This is an optimization exercise on Yosys and OpenROAD, whose aim is small area, a short achievable clock period and few clock cycles, not a production implementation.
In this exercise RTL edits were held to simulation tests only and were not proved equivalent to the original.
No activity file was given, so power comes from the tool's default toggle rates.

## hobd_core
module hobd_core (
    input             clk,
    input             rst,
    input             p_valid,
    input      [9:0]  p_word,
    output     [1:0]  p_resp,
    input             c_valid,
    input      [3:0]  c_op,
    output            c_ready,
    output            c_done,
    output     [1:0]  c_ref,
    output     [31:0] c_resp,
    output            tx_valid,
    output     [31:0] tx_id,
    output     [3:0]  tx_dlc,
    output     [63:0] tx_data,
    input             tx_fail,
    output            diag_valid,
    output     [7:0]  diag_code,
    output            msg_valid,
    output     [7:0]  msg_type,
    output     [7:0]  msg_len,
    output reg        rx_en
);
    localparam FRAME_SYNC = 8'hFA;
    localparam MSG_DATA   = 8'h36;
    localparam OP_NOP = 4'h0, OP_INIT = 4'h1, OP_ENABLE = 4'h2, OP_DISABLE = 4'h3,
               OP_UPDATE = 4'h4, OP_RB_INIT = 4'h5, OP_RB_FLUSH = 4'h6, OP_RB_GET = 4'h7,
               OP_DEC_STEP = 4'h8, OP_PUBLISH = 4'h9, OP_RD_STATUS = 4'hA, OP_RD_COUNT = 4'hB;
    localparam L_UNINIT = 2'd0, L_DISABLED = 2'd1, L_ENABLED = 2'd2;
    localparam D_IDLE = 2'd0, D_LEN = 2'd1, D_PAYLOAD = 2'd2, D_CSUM = 2'd3;
    localparam W_TYPE = 2'd0, W_HI = 2'd1, W_LO = 2'd2, W_SZ = 2'd3;
    localparam S_IDLE = 3'd0, S_UPD = 3'd1, S_PUB = 3'd2, S_STEP = 3'd3, S_GET = 3'd4;
    reg [7:0]  buf_mem [0:63];
    reg [5:0]  head, tail, dptr;
    reg [5:0]  rptr;                 
    reg [7:0]  bq;                   
    reg        bqv;
    reg [6:0]  count;                
    reg [6:0]  ucnt;                 
    reg        overflow, err;
    reg [1:0]  ds;                   
    reg [7:0]  dlm1;                 
    reg [7:0]  rem;                  
    reg [7:0]  nsum;                 
    reg [7:0]  mtype;
    reg        isdata;
    reg        wact;                 
    reg [1:0]  wf;                   
    reg        wdat;                 
    reg [7:0]  whi;                  
    reg [8:0]  welem;                
    reg [6:0]  wk;                   
    reg [3:0]  wo;                   
    reg [7:0]  stg [0:91];           
    reg [8:0]  sflag;                
    reg        pending;              
  ...
Size: about 4400 cells after synthesis, ~2200 flip-flops.
Settings: LEC_CHECK=0, ABC_CLOCK_PERIOD_IN_PS=5000, CAP_MARGIN=20, CORE_MARGIN=2, CORE_UTILIZATION=65, CTS_CLUSTER_DIAMETER=80, CTS_CLUSTER_SIZE=30, PLACE_DENSITY=0.72, SETUP_SLACK_MARGIN=5, SLEW_MARGIN=20; clock period 10.0 ns.
standard.sh (not shown) runs the stock make flow with config.mk's settings and CLKGATE_MAP_FILE= SYNTH_SCRIPT=/design/flow/synth_recipe.tcl, a recipe that flattens the netlist after the stock synthesis.
==> flow/flow/run.sh <==
#!/bin/bash
set -euo pipefail
cd "$(dirname "$0")/.."
bash standard.sh SETUP_SLACK_MARGIN=5.5 \
  "BUFFER_PORTS_ARGS=-buffer_cell sky130_fd_sc_hd__buf_4" finish > flow_make.log 2>&1
The starting point went through all stages and came out clean.
Testbench counts at the start, summed over its fixed seeds: cycles 39,405.
Edit:
==> flow/flow/run.sh (replaced) <==
#!/bin/bash
set -euo pipefail
cd "$(dirname "$0")/.."
bash standard.sh SETUP_SLACK_MARGIN=5.5 \
  "BUFFER_PORTS_ARGS=-buffer_cell sky130_fd_sc_hd__buf_2" finish > flow_make.log 2>&1
--- a/flow/config.mk
+++ b/flow/config.mk
@@ -11,4 +11,4 @@
 export CORE_UTILIZATION = 65
-export CTS_CLUSTER_DIAMETER = 80
-export CTS_CLUSTER_SIZE = 30
+export CTS_CLUSTER_DIAMETER = 90
+export CTS_CLUSTER_SIZE = 29
 export PLACE_DENSITY = 0.72
Effect: Combinational power is about the same. Clock power shrinks by about 6%. Via count grows by 0.40%. Flip-flop and latch count stays the same. Cell area shrinks by about 0.56%. Power shrinks by about 1.9%. Final cell count stays flat. Synthesized cell count does not change. Non-clock buffer count shrinks by 3. Die area stays the same.
Edit:
==> flow/flow/run.sh (replaced) <==
#!/bin/bash
set -euo pipefail
cd "$(dirname "$0")/.."
bash standard.sh SETUP_SLACK_MARGIN=5.5 \
  "BUFFER_PORTS_ARGS=-buffer_cell sky130_fd_sc_hd__buf_4" finish > flow_make.log 2>&1
--- a/flow/config.mk
+++ b/flow/config.mk
@@ -10,6 +10,5 @@
 export CORE_MARGIN = 2
-export CORE_UTILIZATION = 65
-export CTS_CLUSTER_DIAMETER = 90
-export CTS_CLUSTER_SIZE = 29
-export PLACE_DENSITY = 0.72
+export CORE_UTILIZATION = 55
+export CTS_CLUSTER_DIAMETER = 100
+export CTS_CLUSTER_SIZE = 28
 export SETUP_SLACK_MARGIN = 5
Result:
- The new run completed with no timing, DRC or antenna violations
- power came out higher by about 1.3%
- worst setup slack improves by 0.016 ns
- flip-flop and latch count stays the same
- routed wire length came out higher by about 4.7%
Edit:
==> flow/flow/run.sh (replaced) <==
#!/bin/bash
set -euo pipefail
cd "$(dirname "$0")/.."
bash standard.sh SETUP_SLACK_MARGIN=5.5 \
  "BUFFER_PORTS_ARGS=-buffer_cell sky130_fd_sc_hd__buf_2" finish > flow_make.log 2>&1
--- a/flow/config.mk
+++ b/flow/config.mk
@@ -10,5 +10,6 @@
 export CORE_MARGIN = 2
-export CORE_UTILIZATION = 55
-export CTS_CLUSTER_DIAMETER = 100
-export CTS_CLUSTER_SIZE = 28
+export CORE_UTILIZATION = 65
+export CTS_CLUSTER_DIAMETER = 80
+export CTS_CLUSTER_SIZE = 30
+export PLACE_DENSITY = 0.72
 export SETUP_SLACK_MARGIN = 5
After rerunning: The changed run went through all stages and came out clean; first-iteration DRC count went up by about 20%; cell count went down by about 4.7%; worst setup slack gains 0.056 ns; power hardly moves; fmax went up by 1.2%; critical path depth went down by 1; cell area went down by 1.2%; synthesized cell count stays the same; count of clock-buffer cells in the layout went down by 1.

what the ideal ports hide:
The flow's constraints put no driver on any port. The routed layouts listed below were extracted and timed again, unchanged, in two steps. Step 1: set_driving_cell puts a clkbuf_16 on clk and a buf_2 on each other input, an assumption about the parent block. Step 2 also shifts input and output timing later by t, the mid clock arrival at the registers, as if the neighbouring blocks saw the same clock. a / b / c = no drivers / after step 1 / after step 2; a / b = the first two.
run | t (ns) | slack for setup (ns) | hold WS [ns]
the first run | 0.794 | 5.450 / 5.370 / 4.873 | 0.400 / 0.400 / 0.400
the second run | 0.780 | 5.412 / 5.333 / 4.880 | 0.401 / 0.401 / 0.401
the third run | 0.820 | 5.429 / 5.348 / 4.809 | 0.390 / 0.390 / 0.390
the fourth run | 0.787 | 5.485 / 5.404 / 4.867 | 0.412 / 0.412 / 0.412
After both steps setup and hold are still met in every run listed. For the third run, which loses most, drivers alone change the setup slack by -0.081 ns; drivers and shift together by -0.620 ns.
